What follows belongs to an exercise in optimizing a design on an open flow for small area; a production flow would make more cautious choices.
In this exercise RTL edits were held to simulation tests only and were not proved equivalent to the original.
No activity file was given, so power comes from the tool's default toggle rates.

==> design/flow/design.v <==
module sdep_engine (
    input  wire        clk,
    input  wire        rst,
    input  wire        op_valid,
    output wire        op_ready,
    input  wire [2:0]  op_code,
    input  wire [15:0] op_cmd,
    input  wire [15:0] op_len,
    input  wire        txd_valid,
    output wire        txd_ready,
    input  wire [7:0]  txd_data,
    output wire        bus_valid,
    output reg  [2:0]  bus_op,
    output reg  [7:0]  bus_tx,
    input  wire        bus_ready,
    input  wire [7:0]  bus_rx,
    input  wire        bus_err,
    output wire        rxd_valid,
    output wire [7:0]  rxd_data,
    output wire        res_valid,
    output wire [2:0]  res_kind,
    output wire [1:0]  res_code,
    output wire [3:0]  res_cause,
    output wire [2:0]  res_inner,
    output wire        res_status,
    output wire [15:0] res_id,
    output wire [15:0] res_count,
    output wire        exch_open
);
    localparam [3:0] S_IDLE   = 4'd0,
                     S_SEL    = 4'd1,
                     S_XCHG   = 4'd2,
                     S_BUNSEL = 4'd3,
                     S_WAIT   = 4'd4,
                     S_WHDR   = 4'd5,
                     S_FETCH  = 4'd6,
                     S_WPAY   = 4'd7,
                     S_UNSEL  = 4'd8,
                     S_PIN    = 4'd9,
                     S_RDLV   = 4'd10,
                     S_RHDR   = 4'd11,
                     S_RPAY   = 4'd12,
                     S_DONE   = 4'd13;
    localparam [6:0] F_TXPROBE = {4'd1, 3'd0},
                     F_READY   = {4'd2, 3'd0},
                     F_RXPROBE = {4'd3, 3'd0},
                     F_SENT    = {4'd4, 3'd0},    
                     F_BSEL    = {4'd5, 3'd1},
                     F_BUNSEL  = {4'd5, 3'd2},
                     F_BXCHG   = {4'd5, 3'd3},
                     F_BWR     = {4'd5, 3'd4},
                     F_BRD     = {4'd5, 3'd5},
                     F_BAD     = {4'd9, 3'd0},
                     F_OVERLAP = {4'd10, 3'd0};
    localparam [6:0] TRIES = 7'd100;
    reg [3:0]  st;
    reg        m_rx;        
    reg        m_ses;       
    reg        m_exch;      
    reg        exch_r;
    reg [15:0] cmd;
    reg [15:0] cnt;
    reg [6:0]  k;
    reg [7:0]  b;
    wire hs = bus_valid && bus_ready;
    wire       last  = &cnt;                                    
    wire       cont  = ~(&cnt[15:5] & (cnt[4] | &cnt[3:0]));    
    wire [4:0] flen  = cont ? 5'd16 : ~cnt[4:0];
    wire       k1    = (k == 7'd1);
    wire [15:0] rx_id = {cmd[15:8], b};
    wire       id_ok = (rx_id[15:2] == 14'h0280) && (rx_id[1:0] != 2'd3);
    wire fault   = k[6] | k[4] | k[3] | (k[5] & m_ses);
    wire closing = m_ses & (fault | m_rx);
    assign op_ready  = (st == S_IDLE);
    assign txd_ready = (st == S_FETCH);
    assign res_valid = (st == S_DONE);
    assign rxd_valid = (st == S_RDLV);
    assign bus_valid = (st == S_SEL) || (st == S_XCHG) || (st == S_BUNSEL) ||
                       (st == S_WHDR) || (st == S_WPAY) || (st == S_UNSEL) ||
                       (st == S_PIN) || (st == S_RHDR) || (st == S_RPAY);
    assign exch_open  = exch_r & ~((st == S_DONE) & closing);
    assign rxd_data   = b;
    assign res_id     = rx_id;
    assign res_count  = cnt;
    assign res_status = cmd[15];
    assign res_cause  = k[6:3];
    assign res_inner  = k[2:0];
    assign res_code   = k[6] ? 2'd3 : k[5] ? 2'd2 : 2'd1;
    assign res_kind   = fault ? 3'd4 :
                        !m_rx ? 3'd0 :
                        m_ses ? 3'd3 :
                        k[5]  ? 3'd2 : 3'd1;
    always @(*) begin
        bus_op = 3'd0;
        bus_tx = 8'h00;
        case (st)
            S_SEL:    bus_op = 3'd0;
            S_XCHG:   begin bus_op = 3'd2; bus_tx = m_rx ? 8'hFF : 8'h10; end
            S_BUNSEL, S_UNSEL: bus_op = 3'd1;
            S_WHDR: begin
                bus_op = 3'd3;
                case (k[1:0])
                    2'd3:    bus_tx = cmd[7:0];
                    2'd2:    bus_tx = cmd[15:8];
                    default: bus_tx = {cont, 2'b00, flen};
                endcase
            end
            S_WPAY:   begin bus_op = 3'd3; bus_tx = b; end
            S_PIN:    bus_op = 3'd5;
            S_RHDR, S_RPAY: begin bus_op = 3'd4; bus_tx = 8'hFF; end
            default:  ;
        endcase
    end
    wire cnt_inc = hs && ((st == S_WPAY) || (st == S_RPAY) ||
                          ((st == S_UNSEL) && !m_rx && last));
    always @(posedge clk) begin
        if (st == S_IDLE)
            cnt <= op_code[0] ? ~op_len : 16'd0;
        else
            cnt <= cnt + {15'd0, cnt_inc};
    end
    wire berr = hs && bus_err && (st != S_PIN) && !((st == S_UNSEL) && k[3]);
    reg        k_ld, k_dec;
    reg [6:0]  k_val;
    always @(*) begin
        k_ld  = 1'b0;
        k_dec = 1'b0;
        k_val = TRIES;
        if (berr) begin
            k_ld  = 1'b1;
            k_val = {4'd5, bus_op + 3'd1};
        end else case (st)
            S_IDLE: begin
                k_ld = 1'b1;
                if (op_valid) begin
                    if (op_code == 3'd0 || op_code[2:1] == 2'b11) k_val = F_BAD;
                    else if (op_code[0] && op_code != 3'd1 && exch_r) k_val = F_OVERLAP;
                end
            end
            S_XCHG:   if (hs) begin
                          k_ld  = (bus_rx < 8'hFE);
                          k_val = 7'd3;
                      end
            S_WAIT:   if (b[4:0] == 5'd0) begin
                          k_ld  = k1;
                          k_dec = 1'b1;
                          k_val = {2'b00, b[7] | m_rx, ~b[7], 3'd0};
                      end
            S_WHDR:   if (hs) begin
                          k_ld  = k1;
                          k_dec = 1'b1;
                          k_val = {2'b00, flen};
                      end
            S_WPAY:   if (hs) k_dec = !k1;
            S_UNSEL:  if (hs && !k[3]) begin
                          k_ld = m_rx ? (m_ses && cmd[15] && !k[5])
                                      : ((m_ses && !last) || m_exch);
                      end
            S_PIN:    if (hs && bus_rx[0]) k_ld = 1'b1;
            S_RHDR:   if (hs) begin
                          k_ld  = k1;
                          k_dec = 1'b1;
                          k_val = id_ok ? bus_rx[6:0] : F_SENT;
                      end
            S_RDLV:   k_dec = !k1;
            default:  ;
        endcase
    end
    always @(posedge clk)
        if (k_ld) k <= k_val;
        else      k <= k - {6'd0, k_dec};
    wire b_tx  = (st == S_FETCH) && txd_valid;
    wire b_rx  = hs && ((st == S_RPAY) || ((st == S_RHDR) && k[1] && k[0]));
    wire b_w   = hs && (((st == S_BUNSEL) && !bus_err) || ((st == S_PIN) && !bus_rx[0]));
    wire b_dec = (st == S_WAIT) && (b[4:0] != 5'd0);
    always @(posedge clk) begin
        if (b_tx)
            b <= txd_data;
        else if (b_rx)
            b <= bus_rx;
        else if (b_w)
            b <= {st == S_PIN, bus_rx[6:5], st == S_PIN, 4'b0011};
        else
            b[4:0] <= b[4:0] - {4'd0, b_dec};
    end
    always @(posedge clk) begin
        if (rst) begin
            st     <= S_IDLE;
            exch_r <= 1'b0;
        end else begin
            if (st == S_DONE)
                exch_r <= exch_open;
            case (st)
                S_IDLE: begin
                    cmd    <= op_cmd;
                    m_rx   <= ~op_code[0];
                    m_exch <= op_code[2];
                    m_ses  <= 1'b0;
                    if (op_valid) begin
                        case (op_code)
                            3'd1: st <= S_SEL;
                            3'd2, 3'd4: begin
                                m_ses <= op_code[2];
                                st    <= S_PIN;
                            end
                            3'd3, 3'd5: begin
                                if (exch_r)
                                    st <= S_DONE;
                                else begin
                                    exch_r <= 1'b1;
                                    m_ses  <= 1'b1;
                                    st     <= S_SEL;
                                end
                            end
                            default: st <= S_DONE;
                        endcase
                    end
                end
                S_SEL: if (hs)
                    st <= bus_err ? S_UNSEL : S_XCHG;
                S_XCHG: if (hs) begin
                    if (bus_err)
                        st <= S_UNSEL;
                    else if (bus_rx < 8'hFE)
                        st <= m_rx ? S_RHDR : S_WHDR;
                    else
                        st <= S_BUNSEL;
                end
                S_BUNSEL: if (hs) begin
                    if (bus_err)
                        st <= S_DONE;
                    else
                        st <= S_WAIT;
                end
                S_WAIT: begin
                    if (b[4:0] != 5'd0)
                        ;
                    else if (k1)
                        st <= S_DONE;
                    else
                        st <= b[7] ? S_PIN : S_SEL;
                end
                S_WHDR: if (hs) begin
                    if (bus_err)
                        st <= S_UNSEL;
                    else if (k1)
                        st <= last ? S_UNSEL : S_FETCH;
                end
                S_FETCH: if (txd_valid)
                    st <= S_WPAY;
                S_WPAY: if (hs) begin
                    if (bus_err || k1)
                        st <= S_UNSEL;
                    else
                        st <= S_FETCH;
                end
                S_UNSEL: if (hs) begin
                    if (k[3] || bus_err)
                        st <= S_DONE;
                    else if (!m_rx) begin
                        if (m_ses && !last)
                            st <= S_SEL;
                        else if (m_exch) begin
                            m_rx <= 1'b1;
                            st   <= S_PIN;
                        end else
                            st <= S_DONE;
                    end else if (m_ses && cmd[15] && !k[5])
                        st <= S_PIN;
                    else
                        st <= S_DONE;
                end
                S_PIN: if (hs) begin
                    if (bus_rx[0])
                        st <= S_SEL;
                    else
                        st <= S_WAIT;
                end
                S_RHDR: if (hs) begin
                    if (bus_err)
                        st <= S_UNSEL;
                    else begin
                        if (!k[0] || id_ok)
                            cmd[15:8] <= bus_rx;
                        if (k1)
                            st <= (!id_ok || bus_rx[6:0] == 7'd0) ? S_UNSEL : S_RPAY;
                    end
                end
                S_RPAY: if (hs) begin
                    if (bus_err)
                        st <= S_UNSEL;
                    else
                        st <= S_RDLV;
                end
                S_RDLV: st <= k1 ? S_UNSEL : S_RPAY;
                default: st <= S_IDLE;    
            endcase
        end
    end
endmodule
==> design/flow/flow/run.sh <==
#!/bin/bash
# Layout flow: the standard ORFS flow (standard.sh) with these changes in
# how the layout is made:
#  - synthesis is synth_recipe.tcl unchanged except for the ABC script of the
#    combinational mapping (area-oriented &deepsyn + &nf, see my_synth.tcl);
#    it is run with several ABC seeds and two mapping variants, and the
#    smallest netlist is kept.
#    Registers are mapped before ABC, so they are the standard synthesis's;
#  - port buffers use the smallest buffer cell (buf_1);
#  - the clock tree uses clkbuf_8 and no dummy loads.
# Each tool's output goes to a log file in this work folder.
set -euo pipefail
W=$(pwd)
NSEEDS=32
PAR=${NUM_CORES:-4}
export FLOW_SYNTH_TCL="$W/synth_recipe.tcl"
export BUFFER_PORTS_ARGS="-buffer_cell sky130_fd_sc_hd__buf_1"
export CTS_ARGS="-sink_clustering_enable -repair_clock_nets -buf_list sky130_fd_sc_hd__clkbuf_8 -root_buf sky130_fd_sc_hd__clkbuf_8 -dont_use_dummy_load"

sed "s|SYNTH_SCRIPT=[^ ]*|SYNTH_SCRIPT=$W/flow/my_synth.tcl|" standard.sh > "$W/flow/standard_mine.sh"
grep -q "SYNTH_SCRIPT=$W/flow/my_synth.tcl" "$W/flow/standard_mine.sh"

# candidate syntheses, one per ABC seed, each in its own ORFS work folder
mkdir -p "$W/syn"
run_seed() {
  # candidates 0..NSEEDS-1: &deepsyn seed (candidate mod 16), mapped after
  # dch (first 16) or after &dch (next 16)
  local sd=$1 d="$W/syn/s$1" map
  if (( sd < 16 )); then map='&put\ndch -f\n&get -n\n'; else map='&dch -f\n'; fi
  printf "strash\n&get -n\n&deepsyn -J 100 -S %s\n${map}&nf -R 1000\n&put\ntopo\n" "$((sd % 16))" > "$W/syn/s$sd.abc"
  sed "s|WORK_HOME=[^ ]*|WORK_HOME=$d|" "$W/flow/standard_mine.sh" > "$W/syn/s$sd.sh"
  MY_ABC_SCRIPT="$W/syn/s$sd.abc" bash "$W/syn/s$sd.sh" synth > "$W/syn/s$sd.log" 2>&1 || true
}
for ((sd = 0; sd < NSEEDS; sd++)); do
  run_seed $sd &
  if (( (sd + 1) % PAR == 0 )); then wait; fi
done
wait

# keep the smallest (cell area without the buffers that placement removes)
best=""; best_area=""
for ((sd = 0; sd < NSEEDS; sd++)); do
  f="$W/syn/s$sd/reports/sky130hd/sdep_engine/base/synth_stat.txt"
  [[ -f "$W/syn/s$sd/results/sky130hd/sdep_engine/base/1_synth.odb" && -f "$f" ]] || continue
  a=$(awk '/sky130_fd_sc_hd__/ { if ($3 !~ /__(buf|clkbuf)_/) s += $2 } END { printf "%.3f", s }' "$f")
  echo "seed $sd: $a" >> "$W/syn/areas.log"
  if [[ -z "$best" ]] || awk -v a="$a" -v b="$best_area" 'BEGIN { exit !(a < b) }'; then
    best=$sd; best_area=$a
  fi
done
[[ -n "$best" ]]
echo "best seed $best: $best_area" >> "$W/syn/areas.log"
mkdir -p "$W/orfs"
cp -a "$W/syn/s$best/." "$W/orfs/"

bash "$W/flow/standard_mine.sh" > "$W/flow_run.log" 2>&1
==> design/flow/flow/my_synth.tcl <==
# synth_recipe.tcl with the combinational ABC mapping run from MY_ABC_SCRIPT
proc abc {args} {
  set i [lsearch $args -script]
  if {$i >= 0} { lset args [expr {$i + 1}] $::env(MY_ABC_SCRIPT) }
  puts "abc with area script: $args"
  yosys abc {*}$args
}
source $::env(FLOW_SYNTH_TCL)
==> design/flow/standard.sh <==
#!/bin/bash
# synth_recipe.tcl (not shown) runs the flow's synth.tcl, then flattens the netlist and writes it again
# the make line also repeats each setting of config.mk as NAME=value (left out here)
make -C /OpenROAD-flow-scripts/flow DESIGN_CONFIG=/design/flow/config.mk WORK_HOME=/design/flow/orfs CLKGATE_MAP_FILE= SYNTH_SCRIPT=/design/flow/synth_recipe.tcl "${@:-finish}"
==> design/flow/config.mk <==
export PLATFORM = sky130hd
export DESIGN_NAME = sdep_engine
export DESIGN_NICKNAME = sdep_engine
export VERILOG_FILES = /design/flow/design.v
export SDC_FILE = /design/flow/constraint.sdc
export NUM_CORES = 4
export LEC_CHECK = 0
export CAP_MARGIN = 20
export CORE_MARGIN = 2
export CORE_UTILIZATION = 40
export SLEW_MARGIN = 20
==> design/flow/constraint.sdc <==
create_clock -name core_clock -period 10.0 [get_ports {clk}]
set_input_delay 2.0000 -clock core_clock [delete_from_list [all_inputs] [get_ports {clk}]]
set_output_delay 2.0000 -clock core_clock [all_outputs]
set_load 0.01 [all_outputs]
==> results of run 1 <==
## sequential cells by signal (all words and copies together) (netlist names)
name    count
cnt        16
exch_r      1
m_exch      1
st          4
b           8
k           7
m_ses       1
cmd        16
m_rx        1
## metal layers
layer,up-vias,part of all wire,global-route usage
met5,-,0,0
met4,0,0.024,0.0786
met3,24,0.091,0.0451
met2,212,0.45,0.391
met1,1702,0.44,0.358
li1,1770,-,-
## per-stage QoR
stage	hold WS (ns)	util	worst slack, ns	instance area (um^2)	total power (uW)
floorplan	0.523	-	5.93	3340	768
global placement	0.524	0.469	5.09	3820	944
detailed placement	0.534	0.469	5.09	3820	941
CTS	0.561	0.478	4.75	3880	1060
global route	0.589	0.479	4.74	3900	1140
finish	0.559	0.479	4.95	3900	1060
## area by class of cell
class / count / share of cell area
inverters: 13 / 0.0125
clock buffers: 5 / 0.0177
well taps: 105 / 0.0337
repair buffers: 126 / 0.121
multi-input cells: 329 / 0.476
flip-flops and latches: 55 / 0.339
## cells in the mapped netlist (all sizes together)
library cell / n
nand3b: 1
nand4b: 1
and3: 10
a31oi: 8
dfxtp: 33
nor4: 5
and2: 4
buf: 17
clkinv: 13
nand4: 4
nor2: 58
o22a: 1
xor2: 8
nand2b: 5
o22ai: 11
o41ai: 1
xnor2: 5
nor2b: 2
a222oi: 3
o221ai: 1
or4: 2
or2: 2
a211oi: 4
a32oi: 1
and4: 4
o211ai: 3
edfxtp: 22
o2111ai: 1
a41oi: 1
nor3: 13
a21oi: 35
a211o: 1
a221oi: 7
nand3: 12
o21ai: 25
ha: 7
mux2i: 2
a22oi: 6
or3: 4
o32ai: 8
nor4bb: 1
o21a: 1
nand2: 61
## power by group through the flow
| stage | sequential (uW) | clock (uW) | combinational [uW] |
|---|---|---|---|
| 3_5_place_dp | 443 | 0 | 498 |
| 4_1_cts | 438 | 117 | 501 |
| 5_1_grt | 454 | 125 | 565 |
| 2_1_floorplan | 429 | 0 | 339 |
| 6_report | 441 | 115 | 507 |
| 3_3_place_gp | 443 | 0 | 502 |
## how the worst max path moves through the flow
stage               cells after the start         to  slack [ns]                from
floorplan                               6  bus_tx[0]        5.93  st[0]$_SDFFE_PP0P_
finish                                  9  bus_tx[0]        4.95  st[0]$_SDFFE_PP0P_
global placement                        7  bus_tx[0]        5.09  st[0]$_SDFFE_PP0P_
detailed placement                      7  bus_tx[0]        5.09  st[0]$_SDFFE_PP0P_
global route                            9  bus_tx[0]        4.74  st[0]$_SDFFE_PP0P_
CTS                                     7  bus_tx[0]        4.75  st[0]$_SDFFE_PP0P_
## cell families (layout without fill, tap and decap cells)
logic type	after synthesis	count (layout)	synth area share
flops	55	55	0.396
fa+ha+maj	7	7	0.0262
buf+inv	30	144	0.0528
compound gates	118	118	0.224
simple gates	189	189	0.262
mux	2	2	0.00599
xor+xnor	13	13	0.0341
## critical path, delay by kind of cell (launching register included)
kind | cells | cell delay (ns)
AOI/OAI and AO/OA | 1 | 0.13
and+or+nand+nor | 6 | 1.52
DFF | 1 | 0.62
buffers and inverters | 2 | 0.48
==> out/qor.yml, run 1 <==
cts:
  clk_pin_slew_worst_paths_ns: 0.10
  cts_num_sinks: 55
  clk-insertion-delay-late_ns: 0.31
  cts_root_buf: "clkbuf_8"
  cts.path.max_buffers: 2
  post_cts_buffers: 0
  cts_tree: "done"
  cts_buffers: 5
  cts_resized: 0
  cts_hold_buf: 0
  htreeDepth: 2
critical_path:
  r2r_cells: 13
  critical_path.slowest_cell: "dfxtp_1"
  r2r_start: "st[2]$_SDFFE_PP0P_"
  worstPathArrival_ns: 3.05
  cp_cell_sequence: "clkinv_1, nor2_1, nand2_1, nor2_1, nand3_1, nor2_1, a222oi_1, nand2_1, buf_1"
  regToRegSetupSlack_ns: 6.05
  end_kind: "output port"
  slowest_delay_ns: 0.62
  required_ns: 8.00
  worstPathMaxFanout: 13
  r2r-end: "k[2]$_DFF_P_"
  crit_type: "flop to output port"
  start_kind: "flop"
  worst_path_most_repeated_cell: "nor2_1"
synthesis:
  syn_avg_cell_area_um2: 8.07
  synth_top_area_share: 0.198
  yosysUniqueCellTypes: 43
  synthCells: 414
  ys_seq_elements: 55
  ys_seq_area_frac: 0.396
  yosys.area.top_type: "dfxtp_1"
  ys_warn_count: 1
  syn_nets: 478
  synth_area_leaders: "dfxtp_1, edfxtp_1, nand2_1"
  syn-cell-area_mm2: 0.00334
power_and_ir_drop:
  switching_power_uw: 517
  p_per_area_mw_per_mm2: 273
  power.internal_uw: 546
  combPwrFrac: 0.477
  p_leak_uw: 0.00137
  power_frac_clock: 0.108
  power_frac_seq: 0.415
  peakVddDrop_mv: 0.133
  p_sw_frac: 0.486
global_route:
  antenna_found_initial: 0
  grt_pass1_wl_um: 17400
  grt_max_degree: 18
  grt_use_total: 0.252
  first_global_vias: 3301
  grt_overflow: 0
floorplanning:
  die_w_um: 95.4
  num_rows: 33
  initial_utilization: 0.411
  num_io_pins: 127
  fp.dieArea_mm2: 0.00910
  core_mm2: 0.00813
  die_h_um: 95.4
detailed_routing:
  viasPerCell: 5.86
  firstDrtPassIters: 5
  wl_per_cell_um: 18.4
  ant_nets: 0
  num_vias: 3708
  totalWireLength_um: 11600
  drc_errors: 0
  drt-initial-drc-count: 394
timing:
  finalCriticalPeriod_ns: 5.05
  max_slew_margin: 0.369
  fmax_mhz: 198
  worstMarginPinSlew_ns: 0.941
  clock_skew_ns: 0.0214
  finalMaxSlewViolations: 0
  setup_viol_count_final: 0
  min_period_over_period: 0.505
  hold_violations: 0
  rsz0062_at_grt: "false"
  setup_tns_ns: 0
placement:
  portBuffers: 126
  gp_congestion: 0.999
  placed_cells: 628
  hpwl_um: 9120
final_layout:
  final_cells: 633
  diodes: 0
  layout_common_cells: "buf_1, nand2_1, nor2_1"
  final_common_cell: "buf_1"
  finalNetCount: 594
  fillCellCount: 877
  syn2layout_area_growth_pct: 16.7
  multi_input_area_mm2: 0.00185
  seq_area_mm2: 0.00132
  drive_above_1_share: 0.0133
worst_hold_path:
  holdPathStages: 2
  min-delay-start: "cnt[13]$_DFF_P_"
  min_to: "cnt[13]$_DFF_P_"
  hold_class: "flop to flop"
flow_run:
  max-cap-violations: 0
run_status:
  status: "finished clean"
==> inputs of run 2 (changes only) <==
--- a/design/flow/design.v
+++ b/design/flow/design.v
@@ -141,7 +141,7 @@
                           k_ld  = (bus_rx < 8'hFE);
                           k_val = 7'd3;
                       end
-            S_WAIT:   if (b[4:0] == 5'd0) begin
+            S_WAIT:   if (w_end) begin
                           k_ld  = k1;
                           k_dec = 1'b1;
                           k_val = {2'b00, b[7] | m_rx, ~b[7], 3'd0};
@@ -172,16 +172,18 @@
     wire b_tx  = (st == S_FETCH) && txd_valid;
     wire b_rx  = hs && ((st == S_RPAY) || ((st == S_RHDR) && k[1] && k[0]));
     wire b_w   = hs && (((st == S_BUNSEL) && !bus_err) || ((st == S_PIN) && !bus_rx[0]));
-    wire b_dec = (st == S_WAIT) && (b[4:0] != 5'd0);
+    localparam [4:0] W_END = 5'b10011;
+    wire w_end = (b[4:0] == W_END);
+    wire b_dec = (st == S_WAIT) && !w_end;
     always @(posedge clk) begin
         if (b_tx)
             b <= txd_data;
         else if (b_rx)
             b <= bus_rx;
         else if (b_w)
-            b <= {st == S_PIN, bus_rx[6:5], st == S_PIN, 4'b0011};
-        else
-            b[4:0] <= b[4:0] - {4'd0, b_dec};
+            b <= {st == S_PIN, bus_rx[6:5], 4'b1011, st == S_PIN};
+        else if (b_dec)
+            b[4:0] <= {b[3:0], b[4] ^ b[2]};
     end
     always @(posedge clk) begin
         if (rst) begin
@@ -233,7 +235,7 @@
                         st <= S_WAIT;
                 end
                 S_WAIT: begin
-                    if (b[4:0] != 5'd0)
+                    if (!w_end)
                         ;
                     else if (k1)
                         st <= S_DONE;
==> out/qor.yml, run 2 <==
critical_path:
  worstPathMaxFanout: 12
  critical_path.slowest_cell: "nor3_1"
  required_ns: 8.00
  crit_type: "flop to output port"
  end_kind: "output port"
  start_kind: "flop"
  worstPathArrival_ns: 3.03
  crit_buf_inv: 1
  slowest_delay_ns: 0.77
  path_delay_family: "simple AND/OR/NAND/NOR gates"
  cp_cell_sequence: "nor2b_1, nand2_1, nor3_1, a222oi_1, o311ai_0, buf_1"
cts:
  post_cts_buffers: 0
  cts_resized: 0
  cts_hold_buf: 0
  cts.path.max_buffers: 2
  clk-insertion-delay-late_ns: 0.30
  cts_num_sinks: 55
  cts_tree: "done"
  cts_root_buf: "clkbuf_8"
  clk_pin_slew_worst_paths_ns: 0.09
  htreeDepth: 2
  cts_buffers: 5
synthesis:
  synth_common_cells: "nor2_1, nand2_1, dfxtp_1, o21ai_0, edfxtp_1"
  synth_most_common_cell: "nor2_1"
  syn-cell-area_mm2: 0.00338
  syn_avg_cell_area_um2: 8.44
  syn_nets: 462
  ys_seq_elements: 55
  ys_seq_area_frac: 0.406
  synth_area_leaders: "edfxtp_1, dfxtp_1, nor2_1"
  ys_warn_count: 1
  yosysUniqueCellTypes: 47
  synth_top_area_share: 0.240
  synthCells: 400
  synth_top_flop_cell: "dfxtp_1"
  yosys.area.top_type: "edfxtp_1"
  async_flop_share: 0
  synth-edff-count: 27
placement:
  gp_congestion: 0.926
  portBuffers: 126
  hpwl_um: 9190
final_layout:
  final_common_cell: "buf_1"
  layout_common_cells: "buf_1, nor2_1, nand2_1"
  reg_top3: "cmd: 16 flops, cnt: 16 flops, b: 8 flops"
  multi_input_area_mm2: 0.00184
  fillCellCount: 862
  diodes: 0
  finalNetCount: 580
  seq_area_mm2: 0.00137
  syn2layout_area_growth_pct: 16.8
  drive_above_1_share: 0.0116
flow_run:
  max-cap-violations: 0
global_route:
  antenna_found_initial: 0
  first_global_vias: 3352
  grt_max_degree: 18
  grtUsageMet1: 0.358
  grt_pass1_wl_um: 18000
  busiest_layer: "met2"
  gr-usage-met2: 0.413
  gr-usage-met3: 0.0423
  grt_use_total: 0.257
  grt_overflow: 0
floorplanning:
  die_w_um: 95.9
  fp.dieArea_mm2: 0.00919
  die_h_um: 95.9
  num_rows: 33
  num_io_pins: 127
  initial_utilization: 0.411
  core_mm2: 0.00822
power_and_ir_drop:
  p_per_area_mw_per_mm2: 259
  total_power_uw: 1020
  peakVddDrop_mv: 0.127
  p_leak_uw: 0.00132
timing:
  max_slew_margin: 0.320
  clock_skew_ns: 0.0162
  fmax_mhz: 199
  setup_viol_count_final: 0
  rsz0062_at_grt: "false"
  min_period_over_period: 0.503
  finalMaxSlewViolations: 0
  setup_tns_ns: 0
  worstMarginPinSlew_ns: 1.02
  finalCriticalPeriod_ns: 5.03
  hold_violations: 0
run_status:
  status: "finished clean"
detailed_routing:
  firstDrtPassIters: 7
  drc_errors: 0
  wl_per_cell_um: 19.1
  totalWireLength_um: 11800
  viasPerCell: 5.94
  ant_nets: 0
  num_vias: 3691
  drt-initial-drc-count: 275
worst_hold_path:
  hold_class: "flop to flop"
[run 2: through the flow]
| stage | std cells | hold slack (ns) | cell area [um^2] | worst slack (ns) | utilization |
|---|---|---|---|---|---|
| after floorplan | 400 | 0.549 | 3380 | 6.17 | - |
| after global placement | 615 | 0.545 | 3860 | 5.58 | 0.470 |
| after detailed placement | 615 | 0.551 | 3860 | 5.42 | 0.470 |
| after CTS | 620 | 0.570 | 3930 | 5.07 | 0.478 |
| after global routing | 621 | 0.612 | 3940 | 4.74 | 0.480 |
| final | 621 | 0.571 | 3940 | 4.97 | 0.480 |
[run 2: routing by layer]
metal  share of wire  vias up
met3           0.086       12
met2            0.46      212
met1            0.44     1714
met4           0.012        0
met5               0        -
li1                -     1753
[run 2: path summary, 6_finish.rpt]
kind / startpoint / to / slack [ns] / cells after the start
setup / recovery: st[0]$_SDFFE_PP0P_ / bus_tx[2] / 4.97 / 6
hold / removal: cnt[8]$_DFF_P_ / cnt[8]$_DFF_P_ / 0.57 / 2
setup reg to reg: st[0]$_SDFFE_PP0P_ / cnt[15]$_DFF_P_ / 6.24 / 13
hold reg to reg: cnt[8]$_DFF_P_ / cnt[8]$_DFF_P_ / 0.57 / 2
[run 2: area by class of cell]
| class | instances | share of cell area |
|---|---|---|
| well taps | 105 | 0.0333 |
| multi-input cells | 317 | 0.466 |
| flip-flops and latches | 55 | 0.348 |
| clock buffers | 5 | 0.0175 |
| repair buffers | 128 | 0.125 |
| inverters | 11 | 0.0105 |
[run 2: kinds of logic after synthesis]
kind of cell,Yosys count,share of synthesized area
flops,55,0.406
buf+inv,28,0.0500
mux,5,0.0159
xor+xnor,8,0.0208
simple gates,184,0.260
compound gates,115,0.229
fa+ha+maj,5,0.0185
[run 2: report_power, final]
| part | leakage (uW) | switching, uW | internal, uW |
|---|---|---|---|
| logic | 0.000803 | 298 | 173 |
| clock network | 0.0000359 | 65.5 | 45.4 |
| registers | 0.000483 | 115 | 322 |
| total | 0.00132 | 479 | 540 |
[run 2: worst reg2reg max path, delay by kind of cell (launching register included)]
family / cells / cell delay (ns)
AO/OA/AOI/OAI: 2 / 0.17
adder cells (fa/ha/maj): 1 / 0.22
flip-flops: 1 / 0.56
AND/OR/NAND/NOR: 10 / 2.71
==> inputs of run 3 (changes only) <==
--- a/design/flow/design.v
+++ b/design/flow/design.v
@@ -40,7 +40,8 @@
                      S_RDLV   = 4'd10,
                      S_RHDR   = 4'd11,
                      S_RPAY   = 4'd12,
-                     S_DONE   = 4'd13;
+                     S_DONE   = 4'd13,
+                     S_RWAIT  = 4'd14;
     localparam [6:0] F_TXPROBE = {4'd1, 3'd0},
                      F_READY   = {4'd2, 3'd0},
                      F_RXPROBE = {4'd3, 3'd0},
@@ -141,10 +142,11 @@
                           k_ld  = (bus_rx < 8'hFE);
                           k_val = 7'd3;
                       end
-            S_WAIT:   if (w_end) begin
+            S_WAIT, S_RWAIT:
+                      if (b[4:0] == 5'd0) begin
                           k_ld  = k1;
                           k_dec = 1'b1;
-                          k_val = {2'b00, b[7] | m_rx, ~b[7], 3'd0};
+                          k_val = (st == S_RWAIT) ? F_READY : {2'b00, m_rx, 1'b1, 3'd0};
                       end
             S_WHDR:   if (hs) begin
                           k_ld  = k1;
@@ -172,18 +174,16 @@
     wire b_tx  = (st == S_FETCH) && txd_valid;
     wire b_rx  = hs && ((st == S_RPAY) || ((st == S_RHDR) && k[1] && k[0]));
     wire b_w   = hs && (((st == S_BUNSEL) && !bus_err) || ((st == S_PIN) && !bus_rx[0]));
-    localparam [4:0] W_END = 5'b10011;
-    wire w_end = (b[4:0] == W_END);
-    wire b_dec = (st == S_WAIT) && !w_end;
+    wire b_dec = ((st == S_WAIT) || (st == S_RWAIT)) && (b[4:0] != 5'd0);
     always @(posedge clk) begin
         if (b_tx)
             b <= txd_data;
         else if (b_rx)
             b <= bus_rx;
         else if (b_w)
-            b <= {st == S_PIN, bus_rx[6:5], 4'b1011, st == S_PIN};
-        else if (b_dec)
-            b[4:0] <= {b[3:0], b[4] ^ b[2]};
+            b[4:0] <= {st == S_PIN, 4'b0011};
+        else
+            b[4:0] <= b[4:0] - {4'd0, b_dec};
     end
     always @(posedge clk) begin
         if (rst) begin
@@ -235,12 +235,16 @@
                         st <= S_WAIT;
                 end
                 S_WAIT: begin
-                    if (!w_end)
+                    if (b[4:0] != 5'd0)
                         ;
-                    else if (k1)
-                        st <= S_DONE;
                     else
-                        st <= b[7] ? S_PIN : S_SEL;
+                        st <= k1 ? S_DONE : S_SEL;
+                end
+                S_RWAIT: begin
+                    if (b[4:0] != 5'd0)
+                        ;
+                    else
+                        st <= k1 ? S_DONE : S_PIN;
                 end
                 S_WHDR: if (hs) begin
                     if (bus_err)
@@ -276,7 +280,7 @@
                     if (bus_rx[0])
                         st <= S_SEL;
                     else
-                        st <= S_WAIT;
+                        st <= S_RWAIT;
                 end
                 S_RHDR: if (hs) begin
                     if (bus_err)
==> out/qor.yml, run 3 <==
floorplanning:
  die_w_um: 95.4
  core_mm2: 0.00813
  initial_utilization: 0.411
  fp.dieArea_mm2: 0.00910
  num_rows: 33
  num_io_pins: 127
  die_h_um: 95.4
timing:
  fmax_mhz: 172
  worstMarginPinSlew_ns: 0.946
  min_period_over_period: 0.581
  layout_setup_ws_ns: 4.19
  hold_violations: 0
  max_slew_margin: 0.367
  clock_skew_ns: 0.0272
  finalMaxSlewViolations: 0
  setup_tns_ns: 0
  rsz0062_at_grt: "false"
  finalCriticalPeriod_ns: 5.81
  setup_viol_count_final: 0
critical_path:
  start_kind: "flop"
  r2r_cells: 13
  regToRegSetupSlack_ns: 5.80
  worstPathArrival_ns: 3.81
  crit_buf_inv: 1
  crit_type: "flop to output port"
  end_kind: "output port"
  worstPathMaxFanout: 17
  worst-path-stages: 11
  worst_path_most_repeated_cell: "nand2_1"
  required_ns: 8.00
  r2r-end: "k[0]$_DFF_P_"
  critical_path.slowest_cell: "dfxtp_1"
  path_delay_family: "simple AND/OR/NAND/NOR gates"
  cp_cell_sequence: "nand2b_1, nor2_1, nand2_1, nand2_1, a211oi_1, nor2_1, nand2_1, nand3_1, o21ai_0, o311ai_0, buf_1"
  r2r_start: "st[1]$_SDFFE_PP0P_"
  slowest_delay_ns: 0.69
detailed_routing:
  totalWireLength_um: 12400
  drc_errors: 0
  wl_per_cell_um: 19.7
  num_vias: 3775
  ant_nets: 0
  firstDrtPassIters: 7
  drt-initial-drc-count: 362
  viasPerCell: 5.96
final_layout:
  fillCellCount: 843
  drive_above_1_share: 0.0152
  reg_top3: "cmd: 16 flops, cnt: 16 flops, b: 8 flops"
  diodes: 0
  layout_common_cells: "buf_1, nor2_1, nand2_1"
  final_common_cell: "buf_1"
  finalNetCount: 594
  syn2layout_area_growth_pct: 16.9
placement:
  gp_congestion: 0.968
  portBuffers: 126
  hpwl_um: 9790
  dp_slack_ns: 4.71
synthesis:
  synth-edff-count: 22
  synth_top_area_share: 0.198
  syn-cell-area_mm2: 0.00334
  ys_warn_count: 1
  syn_avg_cell_area_um2: 8.09
  syn_nets: 477
  synth_top_flop_cell: "dfxtp_1"
  synthCells: 413
  synth_area_leaders: "dfxtp_1, edfxtp_1, nor2_1"
  yosys.area.top_type: "dfxtp_1"
  synth_common_cells: "nor2_1, nand2_1, dfxtp_1"
  ys_seq_elements: 55
  synth_most_common_cell: "nor2_1"
  ys_seq_area_frac: 0.396
  yosysUniqueCellTypes: 43
  async_flop_share: 0
power_and_ir_drop:
  peakVddDrop_mv: 0.146
  p_leak_uw: 0.00129
  p_per_area_mw_per_mm2: 290
flow_run:
  max-cap-violations: 0
global_route:
  grt_overflow: 0
  antenna_found_initial: 0
  grt_pass1_wl_um: 18600
  first_global_vias: 3472
  grt_use_total: 0.272
  grt_max_degree: 18
cts:
  post_cts_buffers: 0
  cts_tree: "done"
  cts_num_sinks: 55
  clk_pin_slew_worst_paths_ns: 0.11
  clk-insertion-delay-late_ns: 0.32
  cts_hold_buf: 0
  cts_resized: 0
  cts_root_buf: "clkbuf_8"
  cts.path.max_buffers: 2
  cts_buffers: 5
  htreeDepth: 2
run_status:
  status: "finished clean"
worst_hold_path:
  min-delay-start: "cnt[15]$_DFF_P_"
  holdPathStages: 2
  min_to: "cnt[15]$_DFF_P_"
  hold_class: "flop to flop"
## run 3: cell types whose count changed after synthesis, moves of 4 or more
cell and delta:
nor2_1 +18, a21oi_1 +7, and3_1 -4, dfxtp_1 +5
nand2_1 -6, edfxtp_1 -5, nor2b_1 -6, nand4_1 -5
clkinv_1 +4
## run 3: cell families after synthesis
group | synth area share
xor+xnor | 0.0315
simple gates | 0.250
compound gates | 0.242
flops | 0.396
buf+inv | 0.0551
fa+ha+maj | 0.0262
## run 3: cell type report
| type | count | area (um^2) | share of cell area |
|---|---|---|---|
| multi-input combinational | 326 | 1850 | 0.473 |
| tap | 105 | 131 | 0.0336 |
| sequential | 55 | 1320 | 0.338 |
| timing repair buffer | 127 | 480 | 0.123 |
| inverter | 15 | 56.3 | 0.0144 |
| clock buffer | 5 | 68.8 | 0.0176 |
## run 3: metrics by stage
stage               power [uW]  utilization  hold WS [ns]  std cells  instance area, um^2
detailed placement        1010        0.470         0.542        628                 3820
global placement          1020        0.470         0.523        628                 3820
global route              1210        0.480         0.619        633                 3910
floorplan                  805            -         0.533        413                 3340
finish                    1130        0.480         0.565        633                 3910
CTS                       1130        0.479         0.573        633                 3890
## run 3: worst max-delay path by stage
stage	start	endpoint	slack [ns]
global placement	st[3]$_SDFFE_PP0P_	bus_tx[2]	4.82
detailed placement	st[3]$_SDFFE_PP0P_	bus_tx[3]	4.71
finish	st[3]$_SDFFE_PP0P_	bus_tx[3]	4.19
CTS	st[3]$_SDFFE_PP0P_	bus_tx[3]	4.34
floorplan	st[3]$_SDFFE_PP0P_	bus_tx[0]	5.43
global route	st[3]$_SDFFE_PP0P_	bus_tx[3]	3.96
## run 3: worst min-delay path: cells and delay by family, from the launching register on
family	cells	cell delay (ns)
flip-flops	1	0.38
AO/OA/AOI/OAI	2	0.17
## run 3: power by group
part	leakage [uW]	switching, uW	total (uW)	internal (uW)
clock network	0.0000359	67.4	113	45.4
logic	0.000776	377	575	197
registers	0.000479	123	445	323
total	0.00129	568	1130	565
## run 3: metal layers
metal	share of wire	routed length, um	GRT usage	vias to the layer above
met2	0.46	5780	0.440	189
met3	0.070	866	0.0292	20
li1	-	-	-	1774
met1	0.44	5500	0.381	1792
met5	0	0	0	-
met4	0.024	294	0.0881	0
==> inputs of run 4 (changes only) <==
--- a/design/flow/design.v
+++ b/design/flow/design.v
@@ -40,8 +40,7 @@
                      S_RDLV   = 4'd10,
                      S_RHDR   = 4'd11,
                      S_RPAY   = 4'd12,
-                     S_DONE   = 4'd13,
-                     S_RWAIT  = 4'd14;
+                     S_DONE   = 4'd13;
     localparam [6:0] F_TXPROBE = {4'd1, 3'd0},
                      F_READY   = {4'd2, 3'd0},
                      F_RXPROBE = {4'd3, 3'd0},
@@ -142,11 +141,10 @@
                           k_ld  = (bus_rx < 8'hFE);
                           k_val = 7'd3;
                       end
-            S_WAIT, S_RWAIT:
-                      if (b[4:0] == 5'd0) begin
+            S_WAIT:   if (b[4:0] == 5'd0) begin
                           k_ld  = k1;
                           k_dec = 1'b1;
-                          k_val = (st == S_RWAIT) ? F_READY : {2'b00, m_rx, 1'b1, 3'd0};
+                          k_val = {2'b00, b[7] | m_rx, ~b[7], 3'd0};
                       end
             S_WHDR:   if (hs) begin
                           k_ld  = k1;
@@ -174,14 +172,14 @@
     wire b_tx  = (st == S_FETCH) && txd_valid;
     wire b_rx  = hs && ((st == S_RPAY) || ((st == S_RHDR) && k[1] && k[0]));
     wire b_w   = hs && (((st == S_BUNSEL) && !bus_err) || ((st == S_PIN) && !bus_rx[0]));
-    wire b_dec = ((st == S_WAIT) || (st == S_RWAIT)) && (b[4:0] != 5'd0);
+    wire b_dec = (st == S_WAIT) && (b[4:0] != 5'd0);
     always @(posedge clk) begin
         if (b_tx)
             b <= txd_data;
         else if (b_rx)
             b <= bus_rx;
         else if (b_w)
-            b[4:0] <= {st == S_PIN, 4'b0011};
+            b <= {st == S_PIN, bus_rx[6:5], st == S_PIN, 4'b0011};
         else
             b[4:0] <= b[4:0] - {4'd0, b_dec};
     end
@@ -237,14 +235,10 @@
                 S_WAIT: begin
                     if (b[4:0] != 5'd0)
                         ;
+                    else if (k1)
+                        st <= S_DONE;
                     else
-                        st <= k1 ? S_DONE : S_SEL;
-                end
-                S_RWAIT: begin
-                    if (b[4:0] != 5'd0)
-                        ;
-                    else
-                        st <= k1 ? S_DONE : S_PIN;
+                        st <= b[7] ? S_PIN : S_SEL;
                 end
                 S_WHDR: if (hs) begin
                     if (bus_err)
@@ -280,7 +274,7 @@
                     if (bus_rx[0])
                         st <= S_SEL;
                     else
-                        st <= S_RWAIT;
+                        st <= S_WAIT;
                 end
                 S_RHDR: if (hs) begin
                     if (bus_err)
--- a/design/flow/flow/run.sh
+++ b/design/flow/flow/run.sh
@@ -3,7 +3,7 @@
 # how the layout is made:
 #  - synthesis is synth_recipe.tcl unchanged except for the ABC script of the
 #    combinational mapping (area-oriented &deepsyn + &nf, see my_synth.tcl);
-#    it is run with several ABC seeds and two mapping variants, and the
+#    it is run with several ABC seeds and three mapping variants, and the
 #    smallest netlist is kept.
 #    Registers are mapped before ABC, so they are the standard synthesis's;
 #  - port buffers use the smallest buffer cell (buf_1);
@@ -11,7 +11,7 @@
 # Each tool's output goes to a log file in this work folder.
 set -euo pipefail
 W=$(pwd)
-NSEEDS=32
+NSEEDS=48
 PAR=${NUM_CORES:-4}
 export FLOW_SYNTH_TCL="$W/synth_recipe.tcl"
 export BUFFER_PORTS_ARGS="-buffer_cell sky130_fd_sc_hd__buf_1"
@@ -23,11 +23,16 @@
 # candidate syntheses, one per ABC seed, each in its own ORFS work folder
 mkdir -p "$W/syn"
 run_seed() {
-  # candidates 0..NSEEDS-1: &deepsyn seed (candidate mod 16), mapped after
-  # dch (first 16) or after &dch (next 16)
+  # candidate sd: &deepsyn seed (sd mod 16), then one of three mappings
+  # (sd / 16): dch + &nf, &dch + &nf, or dch + &nf followed by a second
+  # &deepsyn pass and dch + &nf
   local sd=$1 d="$W/syn/s$1" map
-  if (( sd < 16 )); then map='&put\ndch -f\n&get -n\n'; else map='&dch -f\n'; fi
-  printf "strash\n&get -n\n&deepsyn -J 100 -S %s\n${map}&nf -R 1000\n&put\ntopo\n" "$((sd % 16))" > "$W/syn/s$sd.abc"
+  case $(( sd / 16 )) in
+    0) map='&put\ndch -f\n&get -n\n&nf -R 1000\n' ;;
+    1) map='&dch -f\n&nf -R 1000\n' ;;
+    *) map='&put\ndch -f\n&get -n\n&nf -R 1000\n&put\nstrash\n&get -n\n&deepsyn -J 50 -S '"$((sd % 16))"'\n&put\ndch -f\n&get -n\n&nf -R 1000\n' ;;
+  esac
+  printf "strash\n&get -n\n&deepsyn -J 100 -S %s\n${map}&put\ntopo\n" "$((sd % 16))" > "$W/syn/s$sd.abc"
   sed "s|WORK_HOME=[^ ]*|WORK_HOME=$d|" "$W/flow/standard_mine.sh" > "$W/syn/s$sd.sh"
   MY_ABC_SCRIPT="$W/syn/s$sd.abc" bash "$W/syn/s$sd.sh" synth > "$W/syn/s$sd.log" 2>&1 || true
 }
==> out/qor.yml, run 4 <==
critical_path:
  path_delay_family: "simple AND/OR/NAND/NOR gates"
  r2r_cells: 13
  end_kind: "output port"
  worstPathArrival_ns: 3.05
  regToRegSetupSlack_ns: 6.05
  required_ns: 8.00
  crit_buf_inv: 2
  worstPathMaxFanout: 13
  cp_cell_sequence: "clkinv_1, nor2_1, nand2_1, nor2_1, nand3_1, nor2_1, a222oi_1, nand2_1, buf_1"
  slowest_delay_ns: 0.62
  critical_path.slowest_cell: "dfxtp_1"
  r2r_start: "st[2]$_SDFFE_PP0P_"
  crit_type: "flop to output port"
  worst-path-stages: 9
  start_kind: "flop"
  r2r-end: "k[2]$_DFF_P_"
  worst_path_most_repeated_cell: "nor2_1"
power_and_ir_drop:
  total_power_uw: 1060
  p_per_area_mw_per_mm2: 273
  p_leak_uw: 0.00137
  peakVddDrop_mv: 0.133
detailed_routing:
  firstDrtPassIters: 5
  wl_per_cell_um: 18.4
  num_vias: 3708
  viasPerCell: 5.86
  drc_errors: 0
  drt-initial-drc-count: 394
  totalWireLength_um: 11600
  ant_nets: 0
global_route:
  first_global_vias: 3301
  antenna_found_initial: 0
  grt_max_degree: 18
  grt_overflow: 0
  grt_use_total: 0.252
  grt_pass1_wl_um: 17400
cts:
  cts_root_buf: "clkbuf_8"
  clk_pin_slew_worst_paths_ns: 0.10
  cts.path.max_buffers: 2
  cts_buffers: 5
  cts_resized: 0
  cts_hold_buf: 0
  post_cts_buffers: 0
  clk-insertion-delay-late_ns: 0.31
  cts_num_sinks: 55
  cts_tree: "done"
  htreeDepth: 2
synthesis:
  ys_seq_area_frac: 0.396
  synthCells: 414
  synth_top_flop_cell: "dfxtp_1"
  ys_warn_count: 1
  syn_nets: 478
  ys_seq_elements: 55
  synth_most_common_cell: "nand2_1"
  synth_top_area_share: 0.198
  synth_common_cells: "nand2_1, nor2_1, a21oi_1"
  syn_avg_cell_area_um2: 8.07
  synth-edff-count: 22
  yosys.area.top_type: "dfxtp_1"
  async_flop_share: 0
  yosysUniqueCellTypes: 43
  syn-cell-area_mm2: 0.00334
  synth_area_leaders: "dfxtp_1, edfxtp_1, nand2_1"
final_layout:
  final_common_cell: "buf_1"
  reg_top3: "cmd: 16 flops, cnt: 16 flops, b: 8 flops"
  drive_above_1_share: 0.0133
  diodes: 0
  finalNetCount: 594
  layout_common_cells: "buf_1, nand2_1, nor2_1"
  syn2layout_area_growth_pct: 16.7
timing:
  rsz0062_at_grt: "false"
  hold_violations: 0
  finalCriticalPeriod_ns: 5.05
  setup_tns_ns: 0
  max_slew_margin: 0.369
  worstMarginPinSlew_ns: 0.941
  fmax_mhz: 198
  setup_viol_count_final: 0
  finalMaxSlewViolations: 0
  clock_skew_ns: 0.0214
  min_period_over_period: 0.505
floorplanning:
  initial_utilization: 0.411
  fp.dieArea_mm2: 0.00910
  core_mm2: 0.00813
  num_io_pins: 127
  die_h_um: 95.4
  die_w_um: 95.4
  num_rows: 33
worst_hold_path:
  holdPathStages: 2
  min_to: "cnt[13]$_DFF_P_"
  hold_class: "flop to flop"
  min-delay-start: "cnt[13]$_DFF_P_"
placement:
  portBuffers: 126
  hpwl_um: 9120
  gp_congestion: 0.999
run_status:
  status: "finished clean"
flow_run:
  max-cap-violations: 0
[run 4: routing by layer]
layer  part of all wire  track usage  routed length, um  vias up
met1               0.44        0.358               5080     1702
met3              0.091       0.0451               1060       24
met5                  0            0                  0        -
met4              0.024       0.0786                277        0
li1                   -            -                  -     1770
met2               0.45        0.391               5210      212
[run 4: worst max-delay path by stage]
stage | startpoint | end
after global placement | st[0]$_SDFFE_PP0P_ | bus_tx[0]
after CTS | st[0]$_SDFFE_PP0P_ | bus_tx[0]
after global routing | st[0]$_SDFFE_PP0P_ | bus_tx[0]
after detailed placement | st[0]$_SDFFE_PP0P_ | bus_tx[0]
final | st[0]$_SDFFE_PP0P_ | bus_tx[0]
after floorplan | st[0]$_SDFFE_PP0P_ | bus_tx[0]
[run 4: cell type report]
| type | count | area (um^2) |
|---|---|---|
| timing repair buffer | 126 | 473 |
| fill | 877 | 4240 |
| multi-input combinational | 329 | 1850 |
| tap | 105 | 131 |
| sequential | 55 | 1320 |
| inverter | 13 | 48.8 |
| clock buffer | 5 | 68.8 |
[run 4: cells by family (layout without fill, tap and decap cells)]
family	Yosys count	in the layout	share of synthesized area
flops	55	55	0.396
mux	2	2	0.00599
xor+xnor	13	13	0.0341
simple gates	189	189	0.262
buf+inv	30	144	0.0528
fa+ha+maj	7	7	0.0262
compound gates	118	118	0.224
[run 4: through the flow]
stage	area, um^2	cells	hold WS, ns	worst slack [ns]	utilization
finish	3900	633	0.559	4.95	0.479
global route	3900	633	0.589	4.74	0.479
CTS	3880	633	0.561	4.75	0.478
detailed placement	3820	628	0.534	5.09	0.469
global placement	3820	628	0.524	5.09	0.469
floorplan	3340	414	0.523	5.93	-
[run 4: report_power, final]
part	internal (uW)	leakage (uW)	switching, uW	total [uW]
Combinational	177	0.000858	330	507
Clock	45.5	0.0000359	69.6	115
Sequential	324	0.000479	118	441
Total	546	0.00137	517	1060
[run 4: tightest hold or removal path: cells and delay by family, from the launching register on]
family | cells | cell delay, ns
AOI/OAI and AO/OA | 2 | 0.16
DFF | 1 | 0.36

## static timing again, ports no longer ideal
How much do the figures lean on ideal ports? The routed layouts below were timed once more, with nothing changed but the port constraints.
Step 1: set_driving_cell puts a clkbuf_16 on clk and a buf_2 on each other input, an assumption about the parent block.
Step 2 also shifts input and output timing later by t, the mid clock arrival at the registers, as if the neighbouring blocks saw the same clock.
Slacks: ideal ports / drivers / drivers and shift; pairs: ideal ports / drivers.
run	shift t [ns]	setup WS [ns]	latest minus earliest clock arrival (ns)	cell pins on the clock port's net
run 1	0.333	4.953 / 4.921 / 5.254	0.022 / 0.022	1
run 2	0.328	4.967 / 4.933 / 5.261	0.016 / 0.016	1
run 3	0.343	4.191 / 4.152 / 4.494	0.027 / 0.027	1
run 4	0.333	4.953 / 4.921 / 5.254	0.022 / 0.022	1
After both steps setup and hold are still met in every run listed.
